What follows belongs to an exercise in optimizing a design on an open flow for small area, a short achievable clock period and few clock cycles; a production flow would make more cautious choices.
At most, simulation tests tie the RTL to the original design; equivalence was not proved.

// als_core
module als_core (
    input  wire        clk,
    input  wire        rst,           
    input  wire        cmd_valid,
    input  wire [31:0] cmd_cw,
    input  wire [31:0] cmd_opd,
    output reg         busy,
    output reg         rsp_valid,
    output reg  [2:0]  rsp_status,
    output wire [31:0] rsp_result
);
    localparam [2:0] ST_OK      = 3'd0;
    localparam [2:0] ST_UNSUP   = 3'd3;
    localparam [2:0] ST_RANGE   = 3'd4;
    localparam [2:0] ST_ILLEGAL = 3'd6;
    localparam signed [42:0] D4 = 43'sd2907950166499;
    localparam signed [42:0] D3 = -43'sd346518398073;
    localparam signed [42:0] D2 = 43'sd22936832901;
    localparam signed [42:0] D1 = 43'sd2152422862;
    wire [3:0] op     = cmd_cw[3:0];
    wire [3:0] sel    = cmd_cw[7:4];
    wire [1:0] gcode  = cmd_cw[9:8];
    wire [3:0] itcode = cmd_cw[13:10];
    reg illegal;
    always @(*) begin
        illegal = 1'b0;
        if (cmd_cw[31:14] != 18'd0) illegal = 1'b1;
        case (op)
            4'd0, 4'd2: if (cmd_cw[13:8] != 6'd0 || sel[3]) illegal = 1'b1;
            4'd1: if (cmd_cw[13:8] != 6'd0 || sel[3] || cmd_opd[31:16] != 16'd0) illegal = 1'b1;
            4'd3: if (sel != 4'd0 || cmd_opd[31:16] != 16'd0) illegal = 1'b1;
            4'd4: if (sel != 4'd0) illegal = 1'b1;
            default: illegal = 1'b1;
        endcase
    end
    reg [2:0] gs;
    reg [2:0] ts;
    reg       it_ok;
    always @(*) begin
        case (gcode)
            2'd1: gs = 3'd0;
            2'd0: gs = 3'd1;
            2'd3: gs = 3'd3;
            default: gs = 3'd4;
        endcase
        it_ok = 1'b1;
        case (itcode)
            4'd3:  ts = 3'd0;
            4'd2:  ts = 3'd1;
            4'd1:  ts = 3'd2;
  ...
Size in the first run: about 99 flip-flops, about 100 I/O pins, roughly 0.032 mm^2 of cells after synthesis.
Settings: LEC_CHECK=0, ABC_AREA=1, CAP_MARGIN=20, CORE_MARGIN=2, CORE_UTILIZATION=40, SETUP_SLACK_MARGIN=3, SLEW_MARGIN=20; clock period 10.0 ns.
run.sh (not shown) runs the stock make flow with config.mk's settings and CLKGATE_MAP_FILE= SYNTH_SCRIPT=/design/flow/synth_recipe.tcl, a recipe that flattens the netlist after the stock synthesis.
Testbench counts at the start, summed over its fixed seeds: cycles 8,288.
Change:
--- a/flow/design.v
+++ b/flow/design.v
@@ -973,60 +973,60 @@
     als_codec u_codec (
         .op     (op[1:0]),
         .fid    (sel[2:0]),
         .opd    (cmd_opd),
         .status (codec_status),
         .result (codec_result)
     );
     reg [2:0]  imm_status;
-    reg [24:0] imm_value;    
+    reg [31:0] imm_value;
     reg        imm_shift;
     reg        imm_b16;      
     reg        need_poly;
     always @(*) begin
         imm_status = ST_OK;
-        imm_value  = 25'd0;
+        imm_value  = 32'd0;
         imm_shift  = 1'b0;
         imm_b16    = 1'b0;
         need_poly  = 1'b0;
         if (illegal) begin
             imm_status = ST_ILLEGAL;
         end else if (op == 4'd3) begin
             if (!it_ok) imm_status = ST_UNSUP;
             else begin
                 need_poly = lbig;
-                imm_value = {1'b0, zr[28:5]};
+                imm_value = {2'd0, zr};
                 imm_shift = 1'b1;
                 imm_b16   = 1'b1;
             end
         end else if (op == 4'd4) begin
             if (lux_oor) imm_status = ST_RANGE;
             else if (!it_ok) imm_status = ST_UNSUP;
             else if (qbig) imm_status = ST_RANGE;
             else begin
-                imm_value = zl[29:5];
+                imm_value = {1'b0, zl};
                 imm_shift = 1'b1;
             end
         end else begin
             imm_status = codec_status;
-            imm_value  = {9'd0, codec_result[15:0]};
+            imm_value  = codec_result;
         end
     end
-    wire [3:0] imm_sh = (op == 4'd3) ? (4'd15 - kshift) : kshift;
-    reg  [24:0] res_val;
+    wire [4:0] imm_sh = (op == 4'd3) ? (5'd20 - {1'b0, kshift}) : (5'd5 + {1'b0, kshift});
+    reg  [31:0] res_val;
     reg         res_shift;
     reg         res_b16;
-    reg  [3:0]  res_sh;
+    reg  [4:0]  res_sh;
     reg         res_acc;     
     reg  signed [42:0] acc;
-    wire [24:0] res_shifted = res_val >> res_sh;
+    wire [31:0] res_shifted = res_val >> res_sh;
     assign rsp_result = res_acc   ? {5'd0, acc[40:14]} :
                         res_shift ? {15'd0, res_shifted[16] & res_b16, res_shifted[15:0]} :
-                                    {16'd0, res_val[15:0]};
+                                    res_val;
     reg  [1:0]         pstep;
     reg  [16:0] lux_l;
     wire [19:0] lbe = {2'b00, lux_l, 1'b0};
     reg  [8:0]  bone;
     reg  [8:0]  btwo;
     reg  [7:0]  bneg;
     integer i;
     always @(*) begin
@@ -2751,20 +2751,20 @@
     wire [46:0] ma_s = {ma_p0[46] ^ ma_g6_45, ma_p0[45] ^ ma_g6_44, ma_p0[44] ^ ma_g6_43, ma_p0[43] ^ ma_g6_42, ma_p0[42] ^ ma_g6_41, ma_p0[41] ^ ma_g6_40, ma_p0[40] ^ ma_g6_39, ma_p0[39] ^ ma_g6_38, ma_p0[38] ^ ma_g6_37, ma_p0[37] ^ ma_g6_36, ma_p0[36] ^ ma_g6_35, ma_p0[35] ^ ma_g6_34, ma_p0[34] ^ ma_g6_33, ma_p0[33] ^ ma_g6_32, ma_p0[32] ^ ma_g5_31, ma_p0[31] ^ ma_g5_30, ma_p0[30] ^ ma_g5_29, ma_p0[29] ^ ma_g5_28, ma_p0[28] ^ ma_g5_27, ma_p0[27] ^ ma_g5_26, ma_p0[26] ^ ma_g5_25, ma_p0[25] ^ ma_g5_24, ma_p0[24] ^ ma_g5_23, ma_p0[23] ^ ma_g5_22, ma_p0[22] ^ ma_g5_21, ma_p0[21] ^ ma_g5_20, ma_p0[20] ^ ma_g5_19, ma_p0[19] ^ ma_g5_18, ma_p0[18] ^ ma_g5_17, ma_p0[17] ^ ma_g5_16, ma_p0[16] ^ ma_g4_15, ma_p0[15] ^ ma_g4_14, ma_p0[14] ^ ma_g4_13, ma_p0[13] ^ ma_g4_12, ma_p0[12] ^ ma_g4_11, ma_p0[11] ^ ma_g4_10, ma_p0[10] ^ ma_g4_9, ma_p0[9] ^ ma_g4_8, ma_p0[8] ^ ma_g3_7, ma_p0[7] ^ ma_g3_6, ma_p0[6] ^ ma_g3_5, ma_p0[5] ^ ma_g3_4, ma_p0[4] ^ ma_g2_3, ma_p0[3] ^ ma_g2_2, ma_p0[2] ^ ma_g1_1, ma_p0[1] ^ ma_g0[0], ma_p0[0]};
     wire [59:0] psum = {ma_s, 13'd0};
     wire signed [42:0] acc_next = psum[59:17];
     always @(posedge clk) begin
         if (rst) begin
             busy       <= 1'b0;
             rsp_valid  <= 1'b0;
             rsp_status <= ST_OK;
-            res_val    <= 25'd0;
+            res_val    <= 32'd0;
             res_shift  <= 1'b0;
             res_b16    <= 1'b0;
-            res_sh     <= 4'd0;
+            res_sh     <= 5'd0;
             res_acc    <= 1'b0;
             lux_l      <= 17'd0;
             acc        <= 43'sd0;
             pstep      <= 2'd0;
         end else if (busy) begin
             pstep <= pstep + 2'd1;
             acc   <= acc_next;
             if (pstep == 2'd3) begin
After rerunning: Wire length goes up by 6.3%; first-iteration DRC count goes up by 8.1%; setup slack got worse by 0.15 ns; via count goes up by 3.6%; clock-buffer cell count goes down by 2; die area goes up by 1.3%.
Only the layout flow was run in the second run of this note; the RTL was not checked for function there.

separate check: timing with driven ports:
Ports are ideal in the flow. The routed layouts listed here were re-timed in OpenROAD.
Step 1 sets driving cells, clkbuf_16 on the clock port and buf_2 on the other inputs (assumed; they add their load-dependent delay and slew).
Step 2 moves the port delays by t, midway between the first and last clock arrival at a register: inputs arrive t later, outputs are due t later. That takes back most of the time a late clock gives input paths.
Three values: ideal, step 1, step 2; two values: the first two.
| run | shift t [ns] | slack for setup (ns) | cell pins on the clock port's net |
|---|---|---|---|
| the first run | 0.461 | 3.218 / 3.257 / 2.797 | 1 |
| the second run | 0.452 | 3.070 / 3.106 / 2.654 | 1 |
After both steps setup and hold are still met in every run listed. For the first run, which loses most, drivers alone change the setup slack by +0.039 ns; drivers and shift together by -0.421 ns.
